From an optimization exercise on the open Yosys and OpenROAD flow, aimed at small area; shortcuts taken in it are not production practice. Function was checked by simulation only, so behaviour that the tests miss may differ from the original. No activity file was given, so power comes from the tool's default toggle rates.

// microbit_core
module microbit_core (
    input  wire        clk,
    input  wire        rst_n,        
    input  wire        cmd_valid,
    output wire        cmd_ready,
    input  wire [31:0] cmd_data,
    input  wire [3:0]  rd_addr,
    output reg  [31:0] rd_data,
    input  wire        tick,         
    input  wire        sample,       
    input  wire [1:0]  btn_raw,      
    output wire [4:0]  row_out,      
    output wire [4:0]  col_out       
);
Size: roughly 2800 cells after synthesis, ~86 I/O pins, roughly 32000 um2 of cells after synthesis.
clock: 60.0 ns
lec_check: 0
cap_margin: 20
core_margin: 2
core_utilization: 75
place_density: 0.85
slew_margin: 20
standard.sh (not shown) runs the stock make flow with config.mk's settings and CLKGATE_MAP_FILE= SYNTH_SCRIPT=/design/flow/synth_recipe.tcl, a recipe that flattens the netlist after the stock synthesis.
==> flow/flow/run.sh <==
#!/bin/bash
set -euo pipefail
W=$(pwd)
rm -rf "$W/scripts_area"
cp -r "$FLOW_HOME/scripts" "$W/scripts_area"
cp "$W/flow/abc_area_map.script" "$W/scripts_area/abc_speed.script"
bash "$W/standard.sh" SCRIPTS_DIR="$W/scripts_area" \
  "BUFFER_PORTS_ARGS=-buffer_cell sky130_fd_sc_hd__buf_1" \
  "CTS_ARGS=-sink_clustering_enable -repair_clock_nets -dont_use_dummy_load -buf_list sky130_fd_sc_hd__clkbuf_4 -sink_clustering_size 9 -sink_clustering_max_diameter 40" \
  finish > "$W/flow_make.log" 2>&1
==> flow/flow/abc_area_map.script <==
&get -n
&st
&dch
&nf -R 1000 -p -F 8
&put
The starting point ran to the end with no violations.
Change:
--- a/flow/flow/run.sh
+++ b/flow/flow/run.sh
@@ -9 +9 @@
-  "CTS_ARGS=-sink_clustering_enable -repair_clock_nets -dont_use_dummy_load -buf_list sky130_fd_sc_hd__clkbuf_4 -sink_clustering_size 9 -sink_clustering_max_diameter 40" \
+  "CTS_ARGS=-sink_clustering_enable -repair_clock_nets -dont_use_dummy_load -buf_list sky130_fd_sc_hd__clkbuf_4 -sink_clustering_size 8 -sink_clustering_max_diameter 40" \
The changed run finished with timing, DRC and antenna clean.
Count of clock-buffer cells in the layout increases by 10.
Routed wire length barely changes.
Die area stays the same.
Fmax hardly moves.
Area after synthesis is unchanged.

* * *

the reference run:
Another version of the RTL of microbit_core (not shown whole).
Size in the first run: ~3600 cells after synthesis, about 870 flip-flops.
make LEC_CHECK=0 CAP_MARGIN=20 CORE_MARGIN=2 CORE_UTILIZATION=60 CTS_BUF_LIST=sky130_fd_sc_hd__clkbuf_8 CTS_CLUSTER_DIAMETER=60 CTS_CLUSTER_SIZE=16 PLACE_DENSITY=0.7 SLEW_MARGIN=20 SYNTH_HIERARCHICAL=1 finish   # period 60.0 ns
run.sh (not shown) runs the stock make flow with config.mk's settings and CLKGATE_MAP_FILE= SYNTH_SCRIPT=/design/flow/synth_recipe.tcl, a recipe that flattens the netlist after the stock synthesis.
Stock flow here: none of the scripts above is used.
The reference run | status: complete | timing, DRC, antenna: pass
Input-level comparison between the trial run and the reference run:
- CTS_CLUSTER_DIAMETER removed (was 60)
- CTS_CLUSTER_SIZE removed (was 16)
- CTS_BUF_LIST removed (was sky130_fd_sc_hd__clkbuf_8)
==> flow/flow/run.sh (new file) <==
#!/bin/bash
set -euo pipefail
W=$(pwd)
rm -rf "$W/scripts_area"
cp -r "$FLOW_HOME/scripts" "$W/scripts_area"
cp "$W/flow/abc_area_map.script" "$W/scripts_area/abc_speed.script"
bash "$W/standard.sh" SCRIPTS_DIR="$W/scripts_area" \
  "BUFFER_PORTS_ARGS=-buffer_cell sky130_fd_sc_hd__buf_1" \
  "CTS_ARGS=-sink_clustering_enable -repair_clock_nets -dont_use_dummy_load -buf_list sky130_fd_sc_hd__clkbuf_4 -sink_clustering_size 8 -sink_clustering_max_diameter 40" \
  finish > "$W/flow_make.log" 2>&1
==> flow/flow/abc_area_map.script (new file) <==
&get -n
&st
&dch
&nf -R 1000 -p -F 8
&put
==> flow/standard.sh (new file) <==
#!/bin/bash
# synth_recipe.tcl (not shown) runs the flow's synth.tcl, then flattens the netlist and writes it again
# the make line also repeats each setting of config.mk as NAME=value (left out here)
make -C /OpenROAD-flow-scripts/flow DESIGN_CONFIG=/design/flow/config.mk WORK_HOME=/design/flow/orfs CLKGATE_MAP_FILE= SYNTH_SCRIPT=/design/flow/synth_recipe.tcl "${@:-finish}"
removed: flow/run.sh
## What came out
- From the reference run to the trial run the numbers moved as follows: sequential power roughly the same, routed wire length lower.
- Compared the trial run against the reference run; sequential cell count within noise.
- Share of the core filled with cells in the final layout ended up 3.0 points higher on the trial run than on the reference run.
- The trial run ends up with higher insertion delay of the later-clocked pin in the worst-skew pair than the reference run does.
- Summary of the trial run over the reference run: design area decreased by about 12% relative to the old numbers; clock skew rose by 0.063 ns; slew at the pin closest to its max-slew limit now sits lower; final critical delay including setup and external delays now sits lower.

* * *

== the previous run ==
RTL: one of the versions met above, not the one the previous note started from.
For scale: ~2800 cells after synthesis, about 870 flip-flops, roughly 86 I/O pins, ~0.032 sq mm of cells after synthesis.
export LEC_CHECK = 0
export CAP_MARGIN = 20
export CORE_MARGIN = 2
export CORE_UTILIZATION = 60
export PLACE_DENSITY = 0.7
export SLEW_MARGIN = 20
create_clock -name core_clock -period 60.0 [get_ports {clk}]
standard.sh (not shown) runs the stock make flow with config.mk's settings and CLKGATE_MAP_FILE= SYNTH_SCRIPT=/design/flow/synth_recipe.tcl, a recipe that flattens the netlist after the stock synthesis.
==> flow/flow/run.sh <==
#!/bin/bash
set -euo pipefail
W=$(pwd)
rm -rf "$W/scripts_area"
cp -r "$FLOW_HOME/scripts" "$W/scripts_area"
cp "$W/flow/abc_area_map.script" "$W/scripts_area/abc_speed.script"
bash "$W/standard.sh" SCRIPTS_DIR="$W/scripts_area" \
  "BUFFER_PORTS_ARGS=-buffer_cell sky130_fd_sc_hd__buf_1" \
  "CTS_ARGS=-sink_clustering_enable -repair_clock_nets -dont_use_dummy_load -buf_list sky130_fd_sc_hd__clkbuf_4 -sink_clustering_size 8 -sink_clustering_max_diameter 40" \
  finish > "$W/flow_make.log" 2>&1
==> flow/flow/abc_area_map.script <==
&get -n
&st
&dch
&nf -R 1000 -p -F 8
&put
[inputs] the current run vs the previous run
==> flow/flow/run.sh <==
#!/bin/bash
set -euo pipefail
W=$(pwd)
rm -rf "$W/scripts_area"
cp -r "$FLOW_HOME/scripts" "$W/scripts_area"
cp "$W/flow/abc_area_map.script" "$W/scripts_area/abc_speed.script"
bash "$W/standard.sh" SCRIPTS_DIR="$W/scripts_area" \
  "BUFFER_PORTS_ARGS=-buffer_cell sky130_fd_sc_hd__buf_1" \
  "CTS_ARGS=-sink_clustering_enable -repair_clock_nets -dont_use_dummy_load -buf_list sky130_fd_sc_hd__clkbuf_4 -sink_clustering_size 10 -sink_clustering_max_diameter 45" \
  finish > "$W/flow_make.log" 2>&1
--- outcome ---
- The internal cell power of the current run falls short of that of the previous run by about 3%.
- For maximum number of pins on one net before global-route repair, the previous run and the current run come out practically identical.
- Looking at worst setup slack across the current run and the previous run, the one that comes out lower is the current run.
- Lower delay of the slowest critical-path stage goes to the previous run over the current run.
- Ratio of final minimum period to clock period: the current run vs the previous run, no meaningful difference
- Between the previous run and the current run, the flow reports first-iteration DRC count decreasing by a few percent.
- Comparing the current run and the previous run, the higher net total in the final layout was measured on the previous run.
- The register-to-register slack of the current run is lower than that of the previous run.
- Sequential share of layout area (the current run over the previous run): increase, 0.29 points

[separate check: timing with driven ports]
The flow's constraints put no driver on any port. The routed layouts listed below were extracted and timed again, unchanged, in two steps.
Step 1 assumes that a clkbuf_16 drives the clock port and a buf_2 every other input.
Step 2 moves the port delays by t, midway between the first and last clock arrival at a register: inputs arrive t later, outputs are due t later. That takes back most of the time a late clock gives input paths.
Three values: ideal ports, drivers, drivers and shift; two values: the first two.
| run | shift t [ns] | setup WS [ns] | worst register clock-pin slew, ns | worst data-port slew with drivers (ns) | cell pins on the clock port's net |
|---|---|---|---|---|---|
| the first run of note 1 | 0.938 | 34.369 / 34.342 / 34.342 | 0.11 / 0.11 | 0.06 | 1 |
| the second run of note 1 | 0.952 | 34.372 / 34.345 / 34.345 | 0.10 / 0.10 | 0.05 | 1 |
| the reference run | 0.757 | 33.489 / 33.464 / 33.464 | 0.11 / 0.11 | 0.05 | 1 |
| the trial run | 1.018 | 34.318 / 34.297 / 34.297 | 0.10 / 0.10 | 0.05 | 1 |
| the previous run | 1.030 | 34.076 / 34.051 / 34.051 | 0.10 / 0.10 | 0.05 | 1 |
| the current run | 0.923 | 34.059 / 34.035 / 34.035 | 0.12 / 0.12 | 0.05 | 1 |
After both steps setup and hold are still met in every run listed.
